From an optimization exercise on the open Yosys and OpenROAD flow, aimed at small area, a short achievable clock period and few clock cycles per item; shortcuts taken in it are not production practice. In this exercise RTL edits were held to simulation tests only and were not proved equivalent to the original. No activity file was given, so power comes from the tool's default toggle rates.

==> flow/design.v <==
module tsq_decoder (
    input  wire        clk,
    input  wire        rst,           
    input  wire        start,         
    input  wire        ext,           
    input  wire [22:0] in_size,       
    output wire        idle,
    input  wire        in_valid,
    input  wire [7:0]  in_data,
    output wire        in_ready,
    output wire        mem_re,
    output wire [17:0] mem_raddr,
    input  wire [7:0]  mem_rdata,     
    output wire        mem_we,
    output wire [17:0] mem_waddr,
    output wire [7:0]  mem_wdata,
    output wire        done,          
    output wire [3:0]  status,
    output wire [18:0] out_size
);
    localparam [22:0] OUTPUT_SIZE = 23'd327680;
    localparam [2:0] ST_OK       = 3'd0;
    localparam [2:0] ERR_SIZE    = 3'd2;
    localparam [2:0] ERR_INSIZE  = 3'd3;
    localparam [2:0] ERR_UNDERRUN= 3'd4;
    localparam [2:0] ERR_OFFSET  = 3'd5;
    localparam [2:0] ERR_OVERLAP = 3'd6;
    localparam [2:0] ERR_OVERRUN = 3'd7;
    localparam [3:0] P_IDLE = 4'd0,
                     P_HDR  = 4'd1,    
                     P_DISP = 4'd2,    
                     P_GHDR = 4'd3,    
                     P_LIT  = 4'd4,    
                     P_OFF0 = 4'd5,
                     P_OFF1 = 4'd6,
                     P_VAL  = 4'd7,    
                     P_FIN  = 4'd8,    
                     P_DONE = 4'd9;
    reg [3:0]  ps;
    reg [2:0]  st;
    reg        r_ext;
    reg [18:0] irem;           
    reg [18:0] orem;           
    reg [18:0] pj;             
    reg [17:0] anchor;
    reg [4:0]  cnt;            
    reg [7:0]  ctrl;
    reg [7:0]  sz0, sz1, sz2, sz3;
    reg [3:0]  k;              
    reg        s_c;            
    reg [6:0]  s_len;          
    reg [6:0]  r_len;          
    reg        r_ovr;          
    reg [7:0]  off_lo, off_hi;
    reg        e_act;
    reg [17:0] e_src;
    reg [6:0]  e_len;          
    reg        rd_pend;        
    reg        we_r;
    reg [7:0]  wdata;
    reg [17:0] wj;
    function [6:0] dec_len(input c, input [3:0] nib, input e);
        dec_len = (!c && e && nib <= 4'd2) ? (7'd32 + {1'b0, nib[1:0], 4'd0})
                                           : ({3'd0, nib} + 7'd1);
    endfunction
    wire [2:0] kn = k[2:0] + 3'd1;                        
    wire       kn_c = ctrl[3'd7 - kn];
    reg  [7:0] kn_szb;
    always @(*) begin
        case (kn[2:1])
        2'd0: kn_szb = sz0;
        2'd1: kn_szb = sz1;
        2'd2: kn_szb = sz2;
        default: kn_szb = sz3;
        endcase
    end
    wire [3:0] kn_nib = kn[0] ? kn_szb[3:0] : kn_szb[7:4];
    wire lit_rdy  = !e_act && !rd_pend;
    wire rdy      = (ps == P_HDR) || (ps == P_GHDR) || (ps == P_OFF0) ||
                    (ps == P_OFF1) || ((ps == P_LIT) && lit_rdy);
    wire take     = rdy && in_valid;
    wire lit_take = (ps == P_LIT) && lit_rdy && in_valid;
    wire last     = (cnt == 5'd0);
    assign idle      = (ps == P_IDLE);
    assign in_ready  = rdy;
    assign mem_re    = e_act;
    assign mem_raddr = e_src;
    assign mem_we    = we_r;
    assign mem_waddr = wj;
    assign mem_wdata = wdata;
    assign done      = (ps == P_DONE);
    assign status    = {1'b0, st};
    assign out_size  = (st == ST_OK) ? pj : 19'd0;
    wire orem_zero  = (orem == 19'd0);
    wire irem_small = (irem[18:5] == 14'd0);
    wire grp_uf     = irem_small && (irem[4:0] < 5'd5);
    wire lit_uf     = irem_small && (irem[4:0] < s_len[4:0]);
    wire ref_uf     = irem_small && (irem[4:0] < 5'd2);
    wire sym_ovr    = (orem[18:7] == 12'd0) && (orem[6:0] < s_len);
    wire [18:0] idec = k[3] ? 19'd5 : (s_c ? {12'd0, s_len} : 19'd2);
    wire [15:0] off   = {off_hi, off_lo};
    wire [18:0] diff  = {1'b0, anchor} - {3'd0, off};
    wire v_eoff  = (off == 16'd0) || diff[18];
    wire v_eovl  = (off[15:7] == 9'd0) && (off[6:0] < r_len);
    wire v_err   = v_eoff || v_eovl || r_ovr;
    wire v_small = (off[15:2] == 14'd0);
    wire v_acc   = v_small ? (!e_act && !rd_pend) : (!e_act || e_len == 7'd1);
    wire v_go    = (ps == P_VAL) && !v_err && v_acc;
    wire disp = (ps == P_DISP) || v_go ||
                (((ps == P_GHDR) || (ps == P_LIT)) && take && last);
    wire kill = (ps == P_DONE);
    always @(posedge clk) begin
        if (rst) begin
            ps      <= P_IDLE;
            e_act   <= 1'b0;
            rd_pend <= 1'b0;
            we_r    <= 1'b0;
        end else begin
            we_r    <= !kill && (rd_pend || lit_take);
            rd_pend <= !kill && e_act;
            wdata   <= rd_pend ? mem_rdata : in_data;
            if (we_r) wj <= wj + 18'd1;
            if (v_go) begin
                e_act <= 1'b1;
                e_src <= diff[17:0];
                e_len <= r_len;
            end else if (e_act) begin
                e_src <= e_src + 18'd1;
                e_len <= e_len - 7'd1;
                if (e_len == 7'd1) e_act <= 1'b0;
            end
            if (kill) e_act <= 1'b0;
            if (take) cnt <= cnt - 5'd1;
            case (ps)
            P_IDLE: if (start) begin
                r_ext <= ext;
                irem  <= in_size[18:0];
                pj    <= 19'd0;
                wj    <= 18'd0;
                k     <= 4'd8;
                cnt   <= 5'd2;
                if (in_size > OUTPUT_SIZE || in_size < 23'd3) begin
                    st <= ERR_INSIZE;
                    ps <= P_DONE;
                end else begin
                    ps <= P_HDR;
                end
            end
            P_HDR: if (take) begin
                case (cnt[1:0])
                2'd2: orem[7:0]  <= in_data;
                2'd1: orem[15:8] <= in_data;
                default: begin
                    orem[18:16] <= in_data[2:0];
                    irem <= irem - 19'd3;
                    if (in_data[7:3] != 5'd0 ||
                        (in_data[2] && (in_data[1:0] != 2'd0 || orem[15:0] != 16'd0))) begin
                        st <= ERR_SIZE;
                        ps <= P_DONE;
                    end else begin
                        ps <= P_DISP;
                    end
                end
                endcase
            end
            P_GHDR: if (take) begin
                case (cnt[2:0])
                3'd4: ctrl <= in_data;
                3'd3: begin
                    sz0   <= in_data;
                    k     <= 4'd0;
                    s_c   <= ctrl[7];
                    s_len <= dec_len(ctrl[7], in_data[7:4], r_ext);
                end
                3'd2: sz1 <= in_data;
                3'd1: sz2 <= in_data;
                default: sz3 <= in_data;
                endcase
            end
            P_OFF0: if (take) begin
                off_lo <= in_data;
                ps     <= P_OFF1;
            end
            P_OFF1: if (take) begin
                off_hi <= in_data;
                ps     <= P_VAL;
            end
            P_VAL: if (v_err) begin
                st <= v_eoff ? ERR_OFFSET : (v_eovl ? ERR_OVERLAP : ERR_OVERRUN);
                ps <= P_DONE;
            end
            P_FIN: if (!e_act) begin
                st <= ST_OK;
                ps <= P_DONE;
            end
            P_DONE: ps <= P_IDLE;
            default: ;
            endcase
            if (disp) begin
                if (orem_zero) begin
                    ps <= P_FIN;
                end else if (k[3]) begin
                    if (grp_uf) begin
                        st <= ERR_UNDERRUN;
                        ps <= P_DONE;
                    end else begin
                        ps  <= P_GHDR;
                        cnt <= 5'd4;
                    end
                end else if (s_c) begin
                    if (lit_uf) begin
                        st <= ERR_UNDERRUN;
                        ps <= P_DONE;
                    end else if (sym_ovr) begin
                        st <= ERR_OVERRUN;
                        ps <= P_DONE;
                    end else begin
                        ps  <= P_LIT;
                        cnt <= s_len[4:0] - 5'd1;
                    end
                end else begin
                    if (ref_uf) begin
                        st <= ERR_UNDERRUN;
                        ps <= P_DONE;
                    end else begin
                        ps <= P_OFF0;
                    end
                end
                irem <= irem - idec;
                if (!k[3] && !orem_zero) begin
                    orem  <= orem - {12'd0, s_len};
                    pj    <= pj + {12'd0, s_len};
                    r_len <= s_len;
                    r_ovr <= sym_ovr;
                    if (!k[0]) anchor <= pj[17:0];
                    k     <= k + 4'd1;
                    s_c   <= kn_c;
                    s_len <= dec_len(kn_c, kn_nib, r_ext);
                end
            end
        end
    end
endmodule
==> flow/run.sh <==
#!/bin/bash
# synth_recipe.tcl (not shown) runs the flow's synth.tcl, then flattens the netlist and writes it again
# the make line also repeats each setting of config.mk as NAME=value (left out here)
make -C /OpenROAD-flow-scripts/flow DESIGN_CONFIG=/design/flow/config.mk WORK_HOME=/design/flow/orfs CLKGATE_MAP_FILE= SYNTH_SCRIPT=/design/flow/synth_recipe.tcl finish
==> flow/config.mk <==
export PLATFORM = sky130hd
export DESIGN_NAME = tsq_decoder
export DESIGN_NICKNAME = tsq_decoder
export VERILOG_FILES = /design/flow/design.v
export SDC_FILE = /design/flow/constraint.sdc
export NUM_CORES = 4
export LEC_CHECK = 0
export CAP_MARGIN = 20
export CORE_MARGIN = 2
export CORE_UTILIZATION = 40
export SETUP_SLACK_MARGIN = 3.5
export SLEW_MARGIN = 20
==> flow/constraint.sdc <==
create_clock -name core_clock -period 7.5 [get_ports {clk}]
set_input_delay 1.5000 -clock core_clock [delete_from_list [all_inputs] [get_ports {clk}]]
set_output_delay 1.5000 -clock core_clock [all_outputs]
set_load 0.01 [all_outputs]
==> results of run 1 <==
==> critical path, stage by stage (launching register included) <==
cell             delay [ns]
dfxtp_2                0.43
nor2_1                 0.56
nand2_1                0.20
inv_1                  0.14
clkdlybuf4s50_1        0.54
==> metal layers <==
layer	vias up	GRT usage, %	routed length, µm
li1	5216	-	-
met1	5244	27.2	16100
met2	314	34.8	17500
met3	60	2.53	1920
met4	0	5.65	805
met5	-	0	0
==> flip-flops by register name, indices dropped and copies added, names as in the netlist, 8 cells and up <==
| signal | count |
|---|---|
| anchor | 18 |
| ctrl | 8 |
| e_src | 18 |
| irem | 19 |
| off_hi | 8 |
| off_lo | 8 |
| orem | 19 |
| pj | 19 |
| sz0 | 8 |
| sz1 | 8 |
| sz2 | 8 |
| sz3 | 8 |
| wdata | 8 |
| wj | 18 |
==> power by group through the flow <==
stage | sequential [W] | clock (W) | combinational [W]
4_1_cts | 0.00165 | 0.00120 | 0.000997
5_1_grt | 0.00167 | 0.00125 | 0.00112
3_5_place_dp | 0.00167 | 0 | 0.000974
3_3_place_gp | 0.00167 | 0 | 0.000956
6_report | 0.00165 | 0.00118 | 0.00101
2_1_floorplan | 0.00161 | 0 | 0.000680
==> layout by cell type, fill, tap and decap left out, types with 12 or more instances in the layout <==
| cell type | count |
|---|---|
| mux2i_1 | 23 |
| nand2b_1 | 14 |
| nor4_1 | 13 |
| o22ai_1 | 22 |
| clkbuf_16 | 27 |
| o21ai_0 | 68 |
| a21oi_1 | 105 |
| nand4_1 | 20 |
| and2_1 | 28 |
| nor2_1 | 111 |
| and3_1 | 16 |
| a211oi_1 | 18 |
| buf_4 | 21 |
| inv_1 | 68 |
| o21a_1 | 12 |
| nand2_1 | 108 |
| a21o_1 | 14 |
| or3_1 | 18 |
| xor2_1 | 29 |
| clkdlybuf4s50_1 | 114 |
| ha_1 | 63 |
| edfxtp_1 | 211 |
| nand3_1 | 46 |
| o21ai_1 | 16 |
| xnor2_1 | 48 |
| nor3_1 | 40 |
==> cell type report <==
| class | instances | area [µm²] | share of cell area (%) |
|---|---|---|---|
| tap | 448 | 561 | 3.49 |
| sequential | 218 | 6480 | 40.4 |
| clock buffer | 40 | 744 | 4.64 |
| inverter | 70 | 267 | 1.66 |
| multi-input combinational | 999 | 6580 | 41.0 |
| clock inverter | 7 | 37.5 | 0.234 |
| timing repair buffer | 140 | 1390 | 8.68 |
==> repair_timing <==
action | CTS | global route
endpoints found under the hold margin | 0 | 0
setup endpoints to repair | 68 | 65
pin swaps | 3 | 4
gates resized for setup | 9 | 8
hold buffers | 0 | 0
cloned | 1 | 0
setup buffers | 3 | 4
==> cells by family after synthesis <==
logic type               Yosys count  share of synthesized area [%]
AO/OA/AOI/OAI                    342                           16.1
buffers and inverters            121                           3.44
multiplexers                      36                           2.98
AND/OR/NAND/NOR                  475                           17.6
other                              1                         0.0280
adder cells (fa/ha/maj)           67                           6.47
flip-flops                       218                           48.3
XOR/XNOR                          77                           5.03
==> stage by stage <==
step | power [W] | cell area (µm²) | hold slack [ns]
4_1_cts | 0.00385 | 16000 | 0.542
6_report | 0.00384 | 16100 | 0.546
5_1_grt | 0.00404 | 16100 | 0.562
3_5_place_dp | 0.00264 | 15100 | 0.527
3_3_place_gp | 0.00262 | 15100 | 0.527
2_1_floorplan | 0.00229 | 13500 | 0.471
==> worst max path at each step <==
stage	slack, ns	cells after the start	end	startpoint
6_report	3.57	4	idle	ps[3]
3_5_place_dp	2.61	6	sz0[0]	in_valid
5_1_grt	3.53	11	orem[11]	off_lo[1]
2_1_floorplan	3.48	4	sz2[0]	rst
4_1_cts	3.51	3	out_size[0]	st[1]
3_3_place_gp	2.64	6	sz0[0]	in_valid
==> flow_metrics.tcl, run 1 <==
set metrics [dict create \
    status "finished clean" \
    initial_utilization_pct 40.3 \
    syn_inst 1337 \
    row_count 67 \
    synth_edf_count 211 \
    syn_nets 1448 \
    clkPwrFrac_pct 30.7 \
    nets 1566 \
    place_inst 1866 \
    p_leak_nw 5.76 \
    skew_ns 0.0242 \
    intPower_w 0.00262 \
    cp_max_fo 16 \
    ios 116 \
    timing.rr.end "orem[9]" \
    synth_top_area_cell "edfxtp_1" \
    synth_seq_cells 218 \
    layout_setup_ws_ns 3.57 \
    max-vdd-ir-drop_uv 167 \
    rsz0062_at_grt "no" \
    cts_tree "done" \
    reg2reg_depth 11 \
    postSynthAreaPerCell_um2 10.0 \
    grt_pass1_vias 10400 \
    clock_sinks 218 \
    hpwl_um 25500 \
    critical_path.endpoint_type "output pin" \
    power_density_mw_per_mm2 239 \
    fillers 3148 \
    async_reset_ff_share_pct 0 \
    numCtsBuffers 26 \
    grt_use_total_pct 20.3 \
    synth_area_leaders "edfxtp_1 47%, ha_1 5.9%, a21oi_1 4.0%" \
    place_ws_ns 2.61 \
    tightest_slew_ns 1.07 \
    r2r-start "off_lo[1]" \
    cts_root_buf "clkbuf_16" \
    synth_most_common_cell "edfxtp_1" \
    path_class "register to output pin" \
    netlist-cell-type-count 83 \
    worstPathArrival_ns 2.43 \
    yosysSeqAreaShare_pct 48.3 \
    p_switching_w 0.00122 \
    fin_cells 1922 \
    relSlewSlack_pct 28.8 \
    hold_viol 0 \
    drive_gt1_share_pct 8.48 \
    p_sw_share_pct 31.8 \
    die_y_um 187 \
    fmax_mhz 255 \
    reg2reg_slack_ns 3.64 \
    worstPathRequired_ns 6.00 \
    htreeDepth 1 \
    via_count 10800 \
    clk_path_buf_depth 3 \
    setup_viol 0 \
    cp-start-kind "register" \
    first_pass_iters 6 \
    insertedDiodeCount 0 \
    grt.overflow.total 0 \
    post-route-util_pct 48.3 \
    hold_depth 0 \
    grt_antenna_before_repair 0 \
    viasPerCell 5.64 \
    wl_per_cell_um 18.9 \
    clock_latency_ns 0.54 \
    gp_congestion 0.852 \
    comb_power_share_pct 26.3 \
    path_clk_slew_ns 0.06 \
    min_path_type "register to register" \
    slew_violations 0 \
    core-area_mm2 0.0333 \
    seqPwrFrac_pct 43.0 \
    yosysTopAreaCellShare_pct 47.2 \
    grt_max_degree 64 \
    area_growth_pct 19.8 \
    fin_crit_sh_pct 52.3 \
    drt_first_iter_violations 814 \
    io_buffers 114 \
    cap_violations 0 \
    drc 0 \
    min_period_ns 3.93 \
    postRouteAntennaNets 0 \
    yosysWarnings 1 \
    grt_first_pass_wirelength_um 57100 \
    ys_top_cells_by_count "211 x edfxtp_1, 116 x nor2_1, 108 x nand2_1" \
    wl_um 36300 \
    setup_tns_ns 0 \
    netlist_area_mm2 0.0134 \
    die_x_um 187 \
    synth-main-ff-cell "edfxtp_1" \
    hold_path_end "anchor[14]" \
    min_from "pj[14]" \
    die_area_mm2 0.0350 \
]
Testbench counts, summed over its fixed seeds: cycles 399,179, bytes 355,495.
==> run 2, diff against run 1 <==
--- a/flow/config.mk
+++ b/flow/config.mk
@@ -8,5 +8,5 @@
 export CAP_MARGIN = 20
 export CORE_MARGIN = 2
 export CORE_UTILIZATION = 40
-export SETUP_SLACK_MARGIN = 3.5
+export SETUP_SLACK_MARGIN = 4.0
 export SLEW_MARGIN = 20
==> run 2 against run 1 <==
  * Sequential share of layout area decreased by 1.2 points
  * Critical path type unchanged
  * Setup slack improved by 0.37 ns
  * Still clean
  * Synthesized cell count unchanged
  * Die area unchanged
  * Highest routed layer unchanged
  * Via count increased by 1.1%
  * Non-clock buffer count increased by 26
  * Cell area increased by 3.4%
  * Critical path depth unchanged
==> flow_metrics.tcl, run 2 <==
set metrics [dict create \
    setup_viol 0 \
    cap_violations 0 \
    crit_chain "nor3_4, buf_12, and2_1, clkdlybuf4s50_1" \
    wl_per_cell_um 19.2 \
    area_growth_pct 23.8 \
    synth-main-ff-cell "edfxtp_1" \
    worstPathRequired_ns 6.00 \
    gp_congestion 0.899 \
    via_count 11000 \
    netlist_area_mm2 0.0134 \
    yosysWarnings 1 \
    top_usage_layer "met2" \
    clock_sinks 218 \
    clkPwrFrac_pct 31.6 \
    insertedDiodeCount 0 \
    grt_use_total_pct 20.8 \
    path_clk_slew_ns 0.06 \
    synth_most_common_cell "edfxtp_1" \
    slew_violations 0 \
    grt_use_met3_pct 2.38 \
    final_cell_mix "211 x edfxtp_1, 108 x clkdlybuf4s50_1, 106 x nand2_1" \
    yosysTopAreaCellShare_pct 47.2 \
    fin_crit_sh_pct 47.4 \
    wl_um 37500 \
    fillers 3054 \
    met1_usage_pct 27.8 \
    comb_power_share_pct 27.2 \
    nets 1595 \
    synth_top_area_cell "edfxtp_1" \
    relSlewSlack_pct 26.0 \
    critPathMaxStageDelay_ns 0.53 \
    skew_ns 0.0142 \
    postRouteAntennaNets 0 \
    first_pass_iters 6 \
    numCtsBuffers 27 \
    drc 0 \
    hold_buffers 0 \
    met2_usage_pct 36.0 \
    p_leak_nw 6.05 \
    power_density_mw_per_mm2 241 \
    p_switching_w 0.00128 \
    hold_viol 0 \
    seqPwrFrac_pct 41.2 \
    max-vdd-ir-drop_uv 156 \
    fmax_mhz 281 \
    status "finished clean" \
    grt_pass1_vias 10400 \
    final_common_cell "edfxtp_1" \
    core-area_mm2 0.0333 \
    worstPathArrival_ns 2.05 \
    htreeDepth 1 \
    reg_top3 "irem (19), orem (19), pj (19)" \
    path_class "register to output pin" \
    cts_root_buf "clkbuf_16" \
    slowest_stage "clkdlybuf4s50_1" \
    min_period_ns 3.55 \
    async_reset_ff_share_pct 0 \
    die_y_um 187 \
    syn_nets 1448 \
    post-route-util_pct 49.9 \
    yosysSeqAreaShare_pct 48.3 \
    die_area_mm2 0.0350 \
    clk_path_buf_depth 3 \
    cts_tree "done" \
    cp-start-kind "register" \
    grt.overflow.total 0 \
    multi_input_area_mm2 0.00679 \
    netlist-cell-type-count 83 \
    drt_first_iter_violations 753 \
    clock_latency_ns 0.54 \
    die_x_um 187 \
    setup_tns_ns 0 \
    ys_top_cells_by_count "211 x edfxtp_1, 116 x nor2_1, 108 x nand2_1" \
    synth_seq_cells 218 \
    row_count 67 \
    ios 116 \
    viasPerCell 5.61 \
    tightest_slew_ns 1.11 \
    syn_inst 1337 \
    rsz0062_at_grt "yes" \
    critical_path.endpoint_type "output pin" \
    synth_area_leaders "edfxtp_1 47%, ha_1 5.9%, a21oi_1 4.0%" \
    io_buffers 114 \
    regArea_mm2 0.00649 \
    p_sw_share_pct 32.1 \
    hpwl_um 25600 \
    power_w 0.00400 \
    intPower_w 0.00271 \
    grt_first_pass_wirelength_um 58300 \
    grt_antenna_before_repair 0 \
    min_path_type "register to register" \
    synth_edf_count 211 \
    drive_gt1_share_pct 12.7 \
    postSynthAreaPerCell_um2 10.0 \
    cp_max_fo 19 \
    grt_max_degree 55 \
    initial_utilization_pct 40.3 \
]
==> run 2: cell counts after synthesis <==
Identical to the previous run, type by type.
==> run 2: power groups by stage <==
stage               Clock (W)  Sequential, W  Combinational [W]
finish                0.00126        0.00165            0.00109
floorplan                   0        0.00161           0.000682
CTS                   0.00129        0.00165            0.00104
detailed placement          0        0.00167           0.000977
global placement            0        0.00167           0.000963
global route          0.00134        0.00166            0.00120
==> run 2: cell type report <==
type	count	area share, %
multi-input cells	1000	40.9
flip-flops and latches	218	39.1
repair buffers	166	9.89
clock buffers	32	4.18
well taps	448	3.38
inverters	70	1.60
clock inverters	18	0.949
repair inverters	1	0.0301
==> run 2: critical path: cells and delay by family (launching register included) <==
kind,cells,cell delay [ns]
flip-flops,1,0.43
buffers and inverters,2,0.70
AND/OR/NAND/NOR,2,0.37
==> run 2: per-stage QoR <==
step	area, µm²	hold slack [ns]	setup WS [ns]	std cells
after floorplan	13500	0.471	3.69	1337
after global placement	15100	0.537	2.27	1866
after detailed placement	15100	0.539	2.24	1866
after CTS	16400	0.554	3.92	1940
after global routing	16600	0.577	3.88	1953
final	16600	0.549	3.95	1953
==> run 2: path summary, 6_finish.rpt <==
check             cells past startpoint  slack, ns          end  startpoint
setup / recovery                      4       3.95  out_size[4]       st[2]
hold reg to reg                       0       0.55   anchor[11]      pj[11]
setup reg to reg                     11       4.12       cnt[2]   off_lo[0]
hold / removal                        0       0.55   anchor[11]      pj[11]
==> run 2: cells by family (layout without fill, tap and decap cells) <==
kind of cell    after synthesis  after routing  synth area share [%]
compound gates              342            343                  16.1
other cells                   1              1                0.0280
flops                       218            218                  48.3
xor+xnor                     77             77                  5.03
buf+inv                     121            287                  3.44
simple gates                475            476                  17.6
mux                          36             36                  2.98
fa+ha+maj                    67             67                  6.47
==> run 2: metal layers <==
metal	routed length (µm)	vias up
li1	-	5277
met1	16600	5289
met2	18200	333
met3	1870	51
met4	773	0
met5	0	-
==> run 2: what timing repair did <==
| action | in CTS | in global routing |
|---|---|---|
| resized for setup | 38 | 36 |
| pin swaps | 9 | 7 |
| endpoints found under the hold margin | 0 | 0 |
| setup buffers | 21 | 10 |
| setup endpoints to repair | 182 | 115 |
| cloned | 3 | 3 |
==> run 3, diff against run 2 <==
--- a/flow/config.mk
+++ b/flow/config.mk
@@ -8,5 +8,4 @@
 export CAP_MARGIN = 20
 export CORE_MARGIN = 2
 export CORE_UTILIZATION = 40
-export SETUP_SLACK_MARGIN = 4.0
 export SLEW_MARGIN = 20
==> run 3 against run 2 <==
  * Combinational power down 11%
  * Worst hold slack worse by 0.0074 ns
  * Cell area down 3.9%
  * Final cell count down 2.0%
  * Synthesized area unchanged
  * Total power down 2.3%
  * Setup slack worse by 1.0 ns
  * Register-to-register slack worse by 0.94 ns
  * Flip-flop and latch count unchanged
  * Critical endpoint is now r_len[3]
  * Largest power group unchanged
==> flow_metrics.tcl, run 3 <==
set metrics [dict create \
    status "finished clean" \
    die_y_um 187 \
    yosysWarnings 1 \
    min_period_ns 4.56 \
    cap_violations 0 \
    power_w 0.00391 \
    grt.overflow.total 0 \
    clkPwrFrac_pct 32.9 \
    clk_path_buf_depth 3 \
    reg2reg_depth 12 \
    layout_setup_ws_ns 2.94 \
    reg2reg_slack_ns 3.18 \
    min_path_type "register to register" \
    grt_max_degree 60 \
    fmax_mhz 219 \
    die_x_um 187 \
    first_pass_iters 5 \
    min_from "pj[14]" \
    initial_utilization_pct 40.3 \
    fin_crit_sh_pct 60.8 \
    clock_sinks 218 \
    setup_viol 0 \
    comb_power_share_pct 24.9 \
    timing.rr.end "r_len[3]" \
    relSlewSlack_pct 28.6 \
    postSynthAreaPerCell_um2 10.0 \
    netlist-cell-type-count 83 \
    drive_gt1_share_pct 7.51 \
    via_count 10700 \
    drc 0 \
    insertedDiodeCount 0 \
    p_switching_w 0.00121 \
    slew_violations 0 \
    synth_edf_count 211 \
    p_sw_share_pct 31.0 \
    cts_tree "done" \
    hpwl_um 25500 \
    setup_tns_ns 0 \
    clock_latency_ns 0.52 \
    cp_max_fo 48 \
    die_area_mm2 0.0350 \
    yosysSeqAreaShare_pct 48.3 \
    synth_area_leaders "edfxtp_1 47%, ha_1 5.9%, a21oi_1 4.0%" \
    ys_top_cells_by_count "211 x edfxtp_1, 116 x nor2_1, 108 x nand2_1" \
    worstPathArrival_ns 4.71 \
    ios 116 \
    postRouteAntennaNets 0 \
    syn_nets 1448 \
    path_clk_slew_ns 0.06 \
    synth-main-ff-cell "edfxtp_1" \
    io_buffers 114 \
    core-area_mm2 0.0333 \
    viasPerCell 5.62 \
    hold_path_end "anchor[14]" \
    hold_buffers 0 \
    async_reset_ff_share_pct 0 \
    hold_depth 0 \
    cp-start-kind "primary input" \
    reg_top3 "irem (19), orem (19), pj (19)" \
    max-vdd-ir-drop_uv 151 \
    cts_root_buf "clkbuf_16" \
    grt_use_total_pct 19.9 \
    synth_top_area_cell "edfxtp_1" \
    power_density_mw_per_mm2 245 \
    gp_congestion 0.915 \
    cts_setup_buffers 0 \
    final_common_cell "edfxtp_1" \
    grt_first_pass_wirelength_um 56000 \
    wl_um 35900 \
    skew_ns 0.0125 \
    critical_path.endpoint_type "register" \
    synth_seq_cells 218 \
    netlist_area_mm2 0.0134 \
    seqPwrFrac_pct 42.2 \
    grt_pass1_vias 10300 \
    htreeDepth 1 \
    numCtsBuffers 25 \
    r2r-start "off_lo[0]" \
    intPower_w 0.00270 \
    final_cell_mix "211 x edfxtp_1, 114 x nor2_1, 114 x clkdlybuf4s50_1" \
    wl_per_cell_um 18.7 \
    grt_antenna_before_repair 0 \
    syn_inst 1337 \
    whs_ns 0.542 \
    fillers 3124 \
    area_growth_pct 19.0 \
    row_count 67 \
    path_class "primary input to register" \
    drt_first_iter_violations 700 \
    hold_viol 0 \
    nets 1560 \
    postCtsResizedCells 0 \
    synth_most_common_cell "edfxtp_1" \
    rsz0062_at_grt "no" \
    place_ws_ns 2.46 \
    yosysTopAreaCellShare_pct 47.2 \
    tightest_slew_ns 1.07 \
    p_leak_nw 5.73 \
    worstPathRequired_ns 7.65 \
]
==> run 3: power groups by stage <==
stage / Combinational [W] / Sequential [W] / Clock (W)
after detailed placement: 0.000973 / 0.00167 / 0
after global placement: 0.000960 / 0.00167 / 0
final: 0.000974 / 0.00165 / 0.00128
after CTS: 0.000976 / 0.00165 / 0.00131
after floorplan: 0.000672 / 0.00161 / 0
after global routing: 0.00108 / 0.00167 / 0.00135
==> run 3: layout make-up <==
class	count	area, µm²	area share [%]
repair buffers	136	1310	8.18
inverters	70	264	1.65
multi-input cells	998	6510	40.8
well taps	448	561	3.51
flip-flops and latches	218	6480	40.6
clock inverters	15	205	1.29
clock buffers	28	637	3.99
==> run 3: critical path, cell delays in order <==
cell and delay, ns:
clkdlybuf4s50_1 0.55, inv_1 0.12, nor4_2 0.62, a21oi_1 0.13
or2_2 0.32, o21ai_2 0.06, buf_4 0.42, nand2_1 0.09
buf_4 0.30, nor2_1 0.57
==> run 3: worst max path at each step <==
stage / start / slack [ns] / to
floorplan: rst / 2.55 / sz2[0]
global placement: in_valid / 2.56 / r_len[0]
detailed placement: in_valid / 2.46 / r_len[3]
CTS: in_valid / 3.01 / r_len[3]
global route: in_valid / 2.66 / r_len[0]
finish: in_valid / 2.94 / r_len[3]
==> run 3: per-layer routing <==
layer | GRT usage, % | routed length (µm) | up-vias
met2 | 34.2 | 17400 | 324
met3 | 2.36 | 1850 | 58
met4 | 5.19 | 788 | 0
met5 | 0 | 0 | -
met1 | 26.6 | 15800 | 5148
li1 | - | - | 5212
==> run 3: per-stage QoR <==
step	instances	instance area, µm²	util, %
5_1_grt	1913	16000	48.0
6_report	1913	16000	48.0
4_1_cts	1913	16000	48.0
3_3_place_gp	1870	15100	45.4
2_1_floorplan	1337	13400	-
3_5_place_dp	1870	15100	45.4
==> run 3: cells by family (layout without fill, tap and decap cells) <==
logic type | Yosys count | in the layout | synth area share (%)
other | 1 | 1 | 0.0280
AO/OA/AOI/OAI | 342 | 342 | 16.1
AND/OR/NAND/NOR | 475 | 475 | 17.6
buffers and inverters | 121 | 249 | 3.44
multiplexers | 36 | 36 | 2.98
flip-flops | 218 | 218 | 48.3
XOR/XNOR | 77 | 77 | 5.03
adder cells (fa/ha/maj) | 67 | 67 | 6.47

[re-timing with driven ports]
The flow's constraints put no driver on any port. The routed layouts listed below were extracted and timed again, unchanged, in two steps. Step 1 sets driving cells, clkbuf_16 on the clock port and buf_2 on the other inputs (assumed; they add their load-dependent delay and slew). Step 2, shift: input delay + t, output delay - t, t = (earliest + latest rising clock arrival at the registers) / 2. This alone moves slack from input paths to output paths. Three values: ideal, step 1, step 2; two values: the first two.
| run | shift t [ns] | setup slack, ns | worst hold slack (ns) | worst setup path after step 2 |
|---|---|---|---|---|
| run 1 | 0.581 | 3.575 / 3.525 / 3.170 | 0.546 / 0.546 / 0.546 | input to register |
| run 2 | 0.585 | 3.946 / 3.894 / 3.503 | 0.549 / 0.549 / 0.549 | input to register |
| run 3 | 0.572 | 2.937 / 2.963 / 2.391 | 0.542 / 0.542 / 0.542 | input to register |
After both steps setup and hold are still met in every run listed. For run 3, which loses most, drivers alone change the setup slack by +0.026 ns; drivers and shift together by -0.546 ns.
